Source: an optimization exercise on an open RTL-to-GDS flow (aim: a short achievable clock period and few clock cycles per item). Production flows keep margins and buffers that such runs may drop. Only simulation tests tie the RTL to the original design; equivalence was not proved. Power and IR drop assume default switching activity.

==> flow/design.v <==
module dint_encoder (
    input  wire         clk,
    input  wire         rst,
    input  wire         start,
    input  wire [31:0]  n_in,
    input  wire [31:0]  max_n,
    input  wire [15:0]  esc_lo,
    output reg          src_rd_en,
    output reg  [29:0]  src_rd_addr,
    input  wire [31:0]  src_rd_data,
    output reg          enc_rd_en,
    output reg  [4:0]   enc_rd_size,
    output wire [511:0] enc_rd_block,
    input  wire         enc_rd_hit,
    input  wire [15:0]  enc_rd_cw,
    output reg          out_valid,
    output reg  [15:0]  out_data,
    output wire         busy,
    output reg          done,
    output reg  [15:0]  err_code,
    output reg  [31:0]  dst_used,
    output reg  [31:0]  int_count,
    output reg  [31:0]  cw_count,
    output reg  [31:0]  lit_count,
    output reg  [31:0]  universe
);
    localparam [15:0] ERR_NONE  = 16'h0000;
    localparam [15:0] ERR_RANGE = 16'h0304;
    localparam [3:0] S_IDLE      = 4'd0,
                     S_FILL      = 4'd1,
                     S_FILL_WAIT = 4'd2,
                     S_NEXT      = 4'd3,
                     S_PROBE     = 4'd4,
                     S_PROBE_WAIT= 4'd5,
                     S_EMIT_CW   = 4'd6,
                     S_EMIT_ESC  = 4'd7,
                     S_EMIT_LO   = 4'd8,
                     S_EMIT_HI   = 4'd9,
                     S_SHIFT     = 4'd10;
    reg [3:0]  state;
    reg [31:0] n;
    reg [15:0] esc;
    reg [31:0] win [0:15];
    reg [4:0]  wcnt;
    reg [31:0] rd_ptr;       
    reg [4:0]  s;            
    reg [4:0]  len;          
    reg [15:0] tok_cw;
    assign busy = (state != S_IDLE);
    genvar g;
    generate
        for (g = 0; g < 16; g = g + 1) begin : g_blk
            assign enc_rd_block[32*g +: 32] = win[g];
        end
    endgenerate
    reg [4:0] first_size;
    always @(*) begin
        if (wcnt >= 5'd16)     first_size = 5'd16;
        else if (wcnt >= 5'd8) first_size = 5'd8;
        else if (wcnt >= 5'd4) first_size = 5'd4;
        else if (wcnt >= 5'd2) first_size = 5'd2;
        else                   first_size = 5'd1;
    end
    always @(*) begin
        src_rd_en   = (state == S_FILL) && (wcnt < 5'd16) && (rd_ptr < n);
        src_rd_addr = rd_ptr[29:0];
        enc_rd_en   = (state == S_PROBE);
        enc_rd_size = s;
    end
    integer q;
    always @(posedge clk) begin
        if (rst) begin
            state     <= S_IDLE;
            done      <= 1'b0;
            out_valid <= 1'b0;
        end else begin
            done      <= 1'b0;
            out_valid <= 1'b0;
            case (state)
            S_IDLE: begin
                if (start) begin
                    n         <= n_in;
                    esc       <= esc_lo;
                    wcnt      <= 5'd0;
                    rd_ptr    <= 32'd0;
                    err_code  <= ERR_NONE;
                    dst_used  <= 32'd0;
                    int_count <= 32'd0;
                    cw_count  <= 32'd0;
                    lit_count <= 32'd0;
                    universe  <= 32'd0;
                    if (n_in > max_n) begin
                        err_code <= ERR_RANGE;
                        done     <= 1'b1;
                    end else begin
                        state <= S_FILL;
                    end
                end
            end
            S_FILL: begin
                if (wcnt < 5'd16 && rd_ptr < n)
                    state <= S_FILL_WAIT;
                else
                    state <= S_NEXT;
            end
            S_FILL_WAIT: begin
                win[wcnt] <= src_rd_data;
                universe  <= universe + src_rd_data;
                wcnt      <= wcnt + 5'd1;
                rd_ptr    <= rd_ptr + 32'd1;
                state     <= S_FILL;
            end
            S_NEXT: begin
                if (int_count >= n) begin
                    done  <= 1'b1;
                    state <= S_IDLE;
                end else begin
                    s     <= first_size;
                    state <= S_PROBE;
                end
            end
            S_PROBE: state <= S_PROBE_WAIT;
            S_PROBE_WAIT: begin
                if (enc_rd_hit) begin
                    tok_cw <= enc_rd_cw;
                    len    <= s;
                    state  <= S_EMIT_CW;
                end else if (s == 5'd1) begin
                    len   <= 5'd1;
                    state <= S_EMIT_ESC;
                end else begin
                    s     <= s >> 1;
                    state <= S_PROBE;
                end
            end
            S_EMIT_CW: begin
                out_valid <= 1'b1;
                out_data  <= tok_cw;
                dst_used  <= dst_used + 32'd2;
                cw_count  <= cw_count + 32'd1;
                state     <= S_SHIFT;
            end
            S_EMIT_ESC: begin
                out_valid <= 1'b1;
                out_data  <= esc;
                state     <= S_EMIT_LO;
            end
            S_EMIT_LO: begin
                out_valid <= 1'b1;
                out_data  <= win[0][15:0];
                state     <= S_EMIT_HI;
            end
            S_EMIT_HI: begin
                out_valid <= 1'b1;
                out_data  <= win[0][31:16];
                dst_used  <= dst_used + 32'd6;
                cw_count  <= cw_count + 32'd1;
                lit_count <= lit_count + 32'd1;
                state     <= S_SHIFT;
            end
            S_SHIFT: begin
                for (q = 0; q < 16; q = q + 1)
                    if (q + len < 16) win[q] <= win[q + len];
                wcnt      <= wcnt - len;
                int_count <= int_count + {27'd0, len};
                state     <= S_FILL;
            end
            default: state <= S_IDLE;
            endcase
        end
    end
endmodule
==> flow/run.sh <==
#!/bin/bash
# synth_recipe.tcl (not shown) runs the flow's synth.tcl, then flattens the netlist and writes it again
# the make line also repeats each setting of config.mk as NAME=value (left out here)
make -C /OpenROAD-flow-scripts/flow DESIGN_CONFIG=/design/flow/config.mk WORK_HOME=/design/flow/orfs CLKGATE_MAP_FILE= SYNTH_SCRIPT=/design/flow/synth_recipe.tcl finish
==> flow/config.mk <==
export PLATFORM = sky130hd
export DESIGN_NAME = dint_encoder
export DESIGN_NICKNAME = dint_encoder
export VERILOG_FILES = /design/flow/design.v
export SDC_FILE = /design/flow/constraint.sdc
export NUM_CORES = 4
export LEC_CHECK = 0
export CAP_MARGIN = 20
export CORE_MARGIN = 2
export CORE_UTILIZATION = 35
export SLEW_MARGIN = 20
==> flow/constraint.sdc <==
create_clock -name core_clock -period 7.0 [get_ports {clk}]
set_input_delay 1.4000 -clock core_clock [delete_from_list [all_inputs] [get_ports {clk}]]
set_output_delay 1.4000 -clock core_clock [all_outputs]
set_load 0.01 [all_outputs]
==> impl_metrics.tcl <==
set metrics [dict create \
    finalClockSkew_ns 0.0535 \
    synth_area_sq_um 66000 \
    grt_max_degree 189 \
    wl_per_cell_um 30.0 \
    synth_top_family_by_area "multiplexers" \
    die_area_sq_um 192000 \
    timing_worst_setup_path_type "flip-flop to primary output" \
    seq_area_frac_synth_pct 36.6 \
    grt_util_all_layers_pct 30.3 \
    drcViolationCount 0 \
    synthAdderAreaFrac_pct 2.98 \
    final-hold-violation-count 0 \
    cts_hold_buf 0 \
    slew_violations 0 \
    min-delay-start "esc[11]$_DFFE_PP_" \
    syn_area_per_cell_sq_um 9.44 \
    yosysTopAreaCell "edfxtp_1" \
    cpMaxStageDelayCell "nor4_1" \
    gr-total-overflow 0 \
    yosysUniqueCellTypes 78 \
    vias 61584 \
    path_max_fanout 6 \
    core_sq_um 188000 \
    die-height_um 438 \
    setup_tns_ns 0 \
    min_path_cells 1 \
    layout_min_cycle_time_ns 5.13 \
    antenna_found_initial 28 \
    drt_pre_antenna_iters 8 \
    clk_pin_slew_ns 0.06 \
    synthSimpleGateAreaFrac_pct 14.7 \
    cts_buffers 106 \
    cts_max_path_buffers 3 \
    antenna_left 0 \
    dp_hpwl_mm 204 \
    syn_inst 6998 \
    required_ns 5.60 \
    worst_hold_slack_ns 0.542 \
    clock_latency_ns 0.77 \
    postCtsSetupBuffers 0 \
    synthMuxAreaShare_pct 25.0 \
    rows 159 \
    synth_top_area_share_pct 36.3 \
    p_leak_nw 30.0 \
    die_w_um 438 \
    worstMarginPinSlew_ns 1.18 \
    final_nets 7780 \
    final_cells 10091 \
    pre_cts_slack_ns 1.96 \
    io_pins 876 \
    fin_ws_ns 1.87 \
    synth-edff-count 799 \
    final_cell_mix "1260 x nand2_1, 861 x clkdlybuf4s50_1, 799 x edfxtp_1, 740 x nor2_1, 502 x o21ai_1" \
    drt_iter0_drc 7210 \
    cts-resized-gates 0 \
    placed_cells 9879 \
    crit_path_max_incr_delay_ns 0.60 \
    finalSetupViolations 0 \
    area_growth_pct 21.7 \
    critPathMostFrequentCell "o21ai_0" \
    fin_crit_sh_pct 73.3 \
    worstSetupStartpointType "flip-flop" \
    status "finished clean" \
    h-tree-depth 3 \
    cp-startpoint "rd_ptr[27]$_SDFFCE_PP0P_" \
    final_util_pct 42.8 \
    rsz0062_at_grt "no" \
    worstHoldPathType "flip-flop to flip-flop" \
    initial_core_util_pct 35.2 \
    reg2reg_depth 8 \
    r2r-start "len[1]$_DFFE_PP_" \
    ir_drop_mv 0.178 \
    cp.arrival_ns 3.73 \
    synthArstFlopShare_pct 0 \
    slew_headroom_pct 21.6 \
    grt_pass1_wl_mm 422 \
    grt_pass1_vias 57455 \
    drv_cap 0 \
    gp_congestion 0.945 \
    avgViaCountPerCell 6.10 \
    io_buffers 861 \
    max_freq_mhz 195 \
    critPathCaptureType "primary output" \
    layout-drive-gt1-share_pct 12.8 \
    crit_chain "ha_1 > nand4_1 > nor4_1 > o21ai_0 > o21ai_0 > nor2_1 > and3_1 > clkdlybuf4s50_1" \
    ys_ff_latch 809 \
    pwr_density_cell_nw_per_um2 151 \
    ys.flop_type "edfxtp_1" \
    cts_tree "done" \
    cts.sinks 809 \
    cts_root_buffer "clkbuf_16" \
    wl_mm 303 \
    mostFrequentLayoutCell "nand2_1" \
    yosysWarnings 1 \
    synthXorXnorAreaFrac_pct 2.28 \
    yosys-top-cells-area "edfxtp_1 36%, mux4_2 14%, nand2_1 7.2%" \
    synth-compound-area-share_pct 13.8 \
]
-- Yosys cell counts, types with 4 or more instances --
master,instances
a211oi_1,10
a21boi_0,8
a21boi_1,26
a21o_1,35
a21oi_1,429
a221o_1,18
a31oi_1,45
and2_1,15
and3_1,47
and4_1,14
buf_1,82
buf_2,90
buf_4,71
clkbuf_1,371
dfxtp_1,10
edfxtp_1,799
fa_1,4
ha_1,151
inv_1,90
mux2_1,39
mux2_2,184
mux2i_1,465
mux4_2,416
nand2_1,1266
nand2b_1,14
nand3_1,147
nand4_1,33
nor2_1,742
nor2b_1,17
nor3_1,21
nor3b_1,4
nor4_1,13
o2111ai_1,5
o211ai_1,12
o21a_1,10
o21ai_0,475
o21ai_1,503
o21bai_1,5
o22ai_1,8
o31ai_1,65
or2_2,5
or3_1,18
xnor2_1,60
xor2_1,112
-- worst max-delay path: cells and delay by family (launching register included) --
kind | cells | cell delay [ns]
AO/OA/AOI/OAI | 2 | 0.54
flip-flops | 1 | 0.47
AND/OR/NAND/NOR | 4 | 1.14
adder cells (fa/ha/maj) | 1 | 0.35
buffers and inverters | 1 | 0.51
-- stage by stage --
step	total power, W	cell area, sq um
after floorplan	0.00615	66100
after global placement	0.00662	76900
after detailed placement	0.00664	76900
after CTS	0.0122	80300
after global routing	0.0125	80300
final	0.0122	80400
-- where the power goes --
part	switching (W)	internal (W)	leakage (nW)	total (W)
sequential	0.000130	0.00542	7.40	0.00555
clock	0.00242	0.00319	1.69	0.00561
combinational	0.000567	0.000439	20.9	0.00101
total	0.00312	0.00905	30.0	0.0122
-- registers in the layout, summed over array words and instances, names as in the netlist, 4 cells and up, named ones only --
register	count
dst_used	31
n	32
esc	16
out_data	16
cw_count	32
rd_ptr	32
win	512
wcnt	5
universe	32
lit_count	32
state	4
len	5
s	5
int_count	32
tok_cw	16
-- layer usage --
| layer | vias up | GRT usage, % | wire [um] |
|---|---|---|---|
| met5 | - | 0 | 167 |
| met1 | 29882 | 37.5 | 110000 |
| met4 | 26 | 17.7 | 21800 |
| met2 | 4118 | 47.3 | 134000 |
| li1 | 26703 | - | - |
| met3 | 855 | 8.52 | 35900 |
-- cells by family (layout without fill, tap and decap cells) --
logic type	Yosys count	after routing
buffers and inverters	710	1282
other	1	27
AND/OR/NAND/NOR	2373	2373
AO/OA/AOI/OAI	1674	1674
multiplexers	1104	1104
flip-flops	809	809
XOR/XNOR	172	172
adder cells (fa/ha/maj)	155	155
-- final timing paths --
path | end | slack, ns
worst max register to register | win[3][18]$_DFFE_PP_ | 2.61
worst max-delay path | src_rd_en | 1.87
worst min register to register | out_data[11]$_DFFE_PP_ | 0.54
worst min-delay path | out_data[11]$_DFFE_PP_ | 0.54
-- layout make-up --
cell class / instances / area, sq um
clock buffers: 126 / 2770
multi-input cells: 5492 / 39400
fillers: 17915 / 107000
diodes: 13 / 32.5
flip-flops and latches: 809 / 24200
inverters: 93 / 363
clock inverters: 72 / 662
well taps: 2495 / 3120
repair buffers: 991 / 9780
Testbench counts, summed over its fixed seeds: cycles 122,432, items 23,793.

## separate check: timing with driven ports
No port has a modelled driver above. Below, the same layout with a new extraction and two added sets of constraints.
Step 1 (the two cells are an assumption about what drives the block):
set clk [get_ports {clk}]
set_driving_cell -lib_cell sky130_fd_sc_hd__clkbuf_16 $clk
set_driving_cell -lib_cell sky130_fd_sc_hd__buf_2 [delete_from_list [all_inputs] $clk]
Step 2 moves the port delays by t, midway between the first and last clock arrival at a register: inputs arrive t later, outputs are due t later. That takes back most of the time a late clock gives input paths.
Three values: ideal, step 1, step 2; two values: the first two.
shift t [ns]: 0.825
slack for setup (ns): 1.870 / 1.789 / 1.762
hold slack, ns: 0.542 / 0.542 / 0.542
slew at the worst register clock pin (ns): 0.07 / 0.07
After both steps this run still meets setup and hold. For this run, drivers alone change the setup slack by -0.081 ns; drivers and shift together by -0.108 ns.
